This design comes from an exercise in tuning for small area, a short achievable clock period and few clock cycles per item on the open sky130 flow, not from production work.
The RTL was checked by simulation tests, not by an equivalence proof against the original design.
Power is estimated from default activity; no workload was simulated.

## tcs_rctc
module tcs_rctc (
    input  wire        clk,
    input  wire        rst,
    input  wire        in_valid,
    output wire        in_ready,
    input  wire [4:0]  op,
    input  wire [63:0] a,
    input  wire [3:0]  len,
    output reg         out_valid,
    input  wire        out_ready,
    output wire [79:0] res,
    output reg         err,
    output reg  [2:0]  err_code
);
    localparam K = 4;
    reg        v1;
    reg [4:0]  op1;
    reg [63:0] a1;
    reg        lt4_1, lt8_1;
    reg        vs;
    reg [4:0]  ops;
    reg [63:0] as;
    reg        lt4_s, lt8_s;
    reg        dv;           
    reg [2:0]  rem;          
    reg        rdy;
    reg [72:0] r2;
    assign in_ready = rdy;
    assign res = {7'd0, r2};
    wire lt4_in = (len < 4'd4);
    wire lt8_in = (len < 4'd8);
    wire [72:0] e_res;
    wire        e_err;
    wire [2:0]  e_code;
    rctc_eval u_eval (
        .op(op1), .a(a1), .len_lt4(lt4_1), .len_lt8(lt8_1),
        .res(e_res), .err(e_err), .err_code(e_code)
    );
    wire [19:0] ms1     = a1[19:0];
    wire        wt      = (op1 == 5'd4);
  ...
For scale: roughly 230 flip-flops, about 31000 um2 of cells after synthesis.
export LEC_CHECK = 0
export CAP_MARGIN = 20
export CORE_MARGIN = 2
export CORE_UTILIZATION = 55
export CTS_CLUSTER_DIAMETER = 100
export CTS_CLUSTER_SIZE = 20
export PLACE_DENSITY = 0.7
export SLEW_MARGIN = 20
create_clock -name core_clock -period 90.0 [get_ports {clk}]
standard.sh (not shown) runs the stock make flow with config.mk's settings and CLKGATE_MAP_FILE= SYNTH_SCRIPT=/design/flow/synth_recipe.tcl, a recipe that flattens the netlist after the stock synthesis.
==> flow/flow/run.sh <==
#!/bin/bash
# The standard layout (the standard.sh, unchanged synthesis); the port buffers that the
# standard flow inserts at global placement use sky130_fd_sc_hd__buf_1, and ORFS's timing
# repair is asked to leave setup slack of at least SETUP_SLACK_MARGIN ns at the design's
# clock period, so that it works on the paths that set the achieved period.
set -e
export BUFFER_PORTS_ARGS="-buffer_cell sky130_fd_sc_hd__buf_1"
export SETUP_SLACK_MARGIN=70.8
bash standard.sh > standard.log 2>&1
The baseline finished clean.
Testbench counts at the start, summed over its fixed seeds: cycles 30,797, items 24,000.
Change:
Settings changed: CORE_UTILIZATION 55 to 65, CTS_CLUSTER_DIAMETER 100 to unset, CTS_CLUSTER_SIZE 20 to unset, PLACE_DENSITY 0.7 to 0.78.
Routed wire length climbs by 9.3%.
Design area climbs by 0.93%.
Setup slack is worse by 0.055 ns.
Change:
Settings changed: CORE_UTILIZATION 65 to 55, PLACE_DENSITY 0.78 to 0.7.
The new run ran to the end with no violations.
Wire length drops by 8.0%.
Synthesized area stays the same.
Power shrinks by 5.1%.
Final cell count rose by 2.9%.
Final area barely changes.
Core utilization decreases by 11 points.

---

willow:
Starting RTL as in the previous note.
Design tcs_rctc, start of the top module:
module tcs_rctc (
    input  wire        clk,
    input  wire        rst,
    input  wire        in_valid,
    output wire        in_ready,
    input  wire [4:0]  op,
    input  wire [63:0] a,
    input  wire [3:0]  len,
    output reg         out_valid,
    input  wire        out_ready,
    output wire [79:0] res,
    output reg         err,
    output reg  [2:0]  err_code
);
==> flow/config.mk <==
export PLATFORM = sky130hd
export DESIGN_NAME = tcs_rctc
export DESIGN_NICKNAME = tcs_rctc
export VERILOG_FILES = /design/flow/design.v
export SDC_FILE = /design/flow/constraint.sdc
export NUM_CORES = 4
export LEC_CHECK = 0
export CAP_MARGIN = 20
export CORE_MARGIN = 2
export CORE_UTILIZATION = 55
export CTS_BUF_LIST = sky130_fd_sc_hd__clkbuf_4 sky130_fd_sc_hd__clkbuf_8
export CTS_CLUSTER_SIZE = 16
export PLACE_DENSITY = 0.7
export SLEW_MARGIN = 20
==> flow/constraint.sdc <==
create_clock -name core_clock -period 90.0 [get_ports {clk}]
set_input_delay 18.0000 -clock core_clock [delete_from_list [all_inputs] [get_ports {clk}]]
set_output_delay 18.0000 -clock core_clock [all_outputs]
set_load 0.01 [all_outputs]
==> flow/flow/run.sh <==
#!/bin/bash
# The standard layout (the standard.sh, unchanged synthesis); the port buffers that the
# standard flow inserts at global placement use sky130_fd_sc_hd__buf_1.
set -e
export BUFFER_PORTS_ARGS="-buffer_cell sky130_fd_sc_hd__buf_1"
bash standard.sh > standard.log 2>&1
Testbench counts of willow, summed over its fixed seeds: cycles 30,797, items 24,000.
Changes in amber relative to willow:
# willow
export LEC_CHECK = 0
export CAP_MARGIN = 20
export CORE_MARGIN = 2
export CORE_UTILIZATION = 55
export CTS_BUF_LIST = sky130_fd_sc_hd__clkbuf_4 sky130_fd_sc_hd__clkbuf_8
export CTS_CLUSTER_SIZE = 16
export PLACE_DENSITY = 0.7
export SLEW_MARGIN = 20
create_clock -name core_clock -period 90.0 [get_ports {clk}]
# amber
export LEC_CHECK = 0
export CAP_MARGIN = 20
export CORE_MARGIN = 2
export CORE_UTILIZATION = 55
export PLACE_DENSITY = 0.7
export SLEW_MARGIN = 20
create_clock -name core_clock -period 90.0 [get_ports {clk}]
Notes after the runs:
On total routing usage reported by global routing, amber tracks willow almost exactly.
amber and willow ended up with nearly the same critical path data arrival time.
Relative to willow, the number of clock buffers inserted by TritonCTS of amber is lower by 36%.
amber and willow ended up with nearly the same portion of the post-synthesis area used by sequential elements.
Higher non-filler instance count after layout goes to willow over amber.
amber and willow ended up with roughly the same power drawn by the clock network.
amber vs. willow: sequential share of layout area held, wire length of the first global-routing pass held, worst setup margin went down 0.060 ns.
--- input diff amber..onyx ---
==> flow/flow/run.sh <==
#!/bin/bash
# The standard layout (the standard.sh, unchanged synthesis); the port buffers that the
# standard flow inserts at global placement use sky130_fd_sc_hd__buf_1, and ORFS's timing
# repair is asked to leave setup slack of at least SETUP_SLACK_MARGIN ns at the design's
# clock period, so that it works on the paths that set the achieved period.
set -e
export BUFFER_PORTS_ARGS="-buffer_cell sky130_fd_sc_hd__buf_1"
export SETUP_SLACK_MARGIN=71.0
bash standard.sh > standard.log 2>&1
On clock buffer count: onyx sits above amber.
[compare] base=amber new=onyx: register-to-register slack increased 1.09 ns, worst setup slack grew by 0.76 ns, combinational power essentially unchanged, post-detailed-route wirelength per cell went down, global-route met2 utilization now smaller.

-- re-timing with driven ports --
The flow's constraints put no driver on any port. The routed layouts listed below were extracted and timed again, unchanged, in two steps.
Step 1 (the two cells are an assumption about what drives the block):
set clk [get_ports {clk}]
set_driving_cell -lib_cell sky130_fd_sc_hd__clkbuf_16 $clk
set_driving_cell -lib_cell sky130_fd_sc_hd__buf_2 [delete_from_list [all_inputs] $clk]
Step 2 also shifts input and output timing later by t, the mid clock arrival at the registers, as if the neighbouring blocks saw the same clock.
Slacks: no drivers / after step 1 / after step 2; pairs: no drivers / after step 1.
run | t (ns) | setup slack, ns | worst setup path at the end | worst register clock-pin slew, ns
the first run of note 1 | 0.611 | 70.780 / 70.716 / 70.391 | input to register | 0.09 / 0.09
the second run of note 1 | 0.671 | 70.725 / 70.662 / 70.498 | input to register | 0.08 / 0.08
the third run of note 1 | 0.638 | 70.733 / 70.670 / 70.389 | input to register | 0.08 / 0.08
willow | 0.718 | 70.042 / 70.085 / 69.367 | input to register | 0.08 / 0.08
amber | 0.657 | 69.982 / 70.023 / 69.367 | input to register | 0.07 / 0.07
onyx | 0.638 | 70.741 / 70.677 / 70.507 | input to register | 0.08 / 0.08
After both steps every run listed still meets setup and hold. The setup slack of willow, which loses most, moves by +0.043 ns with the drivers and by -0.675 ns with both steps.
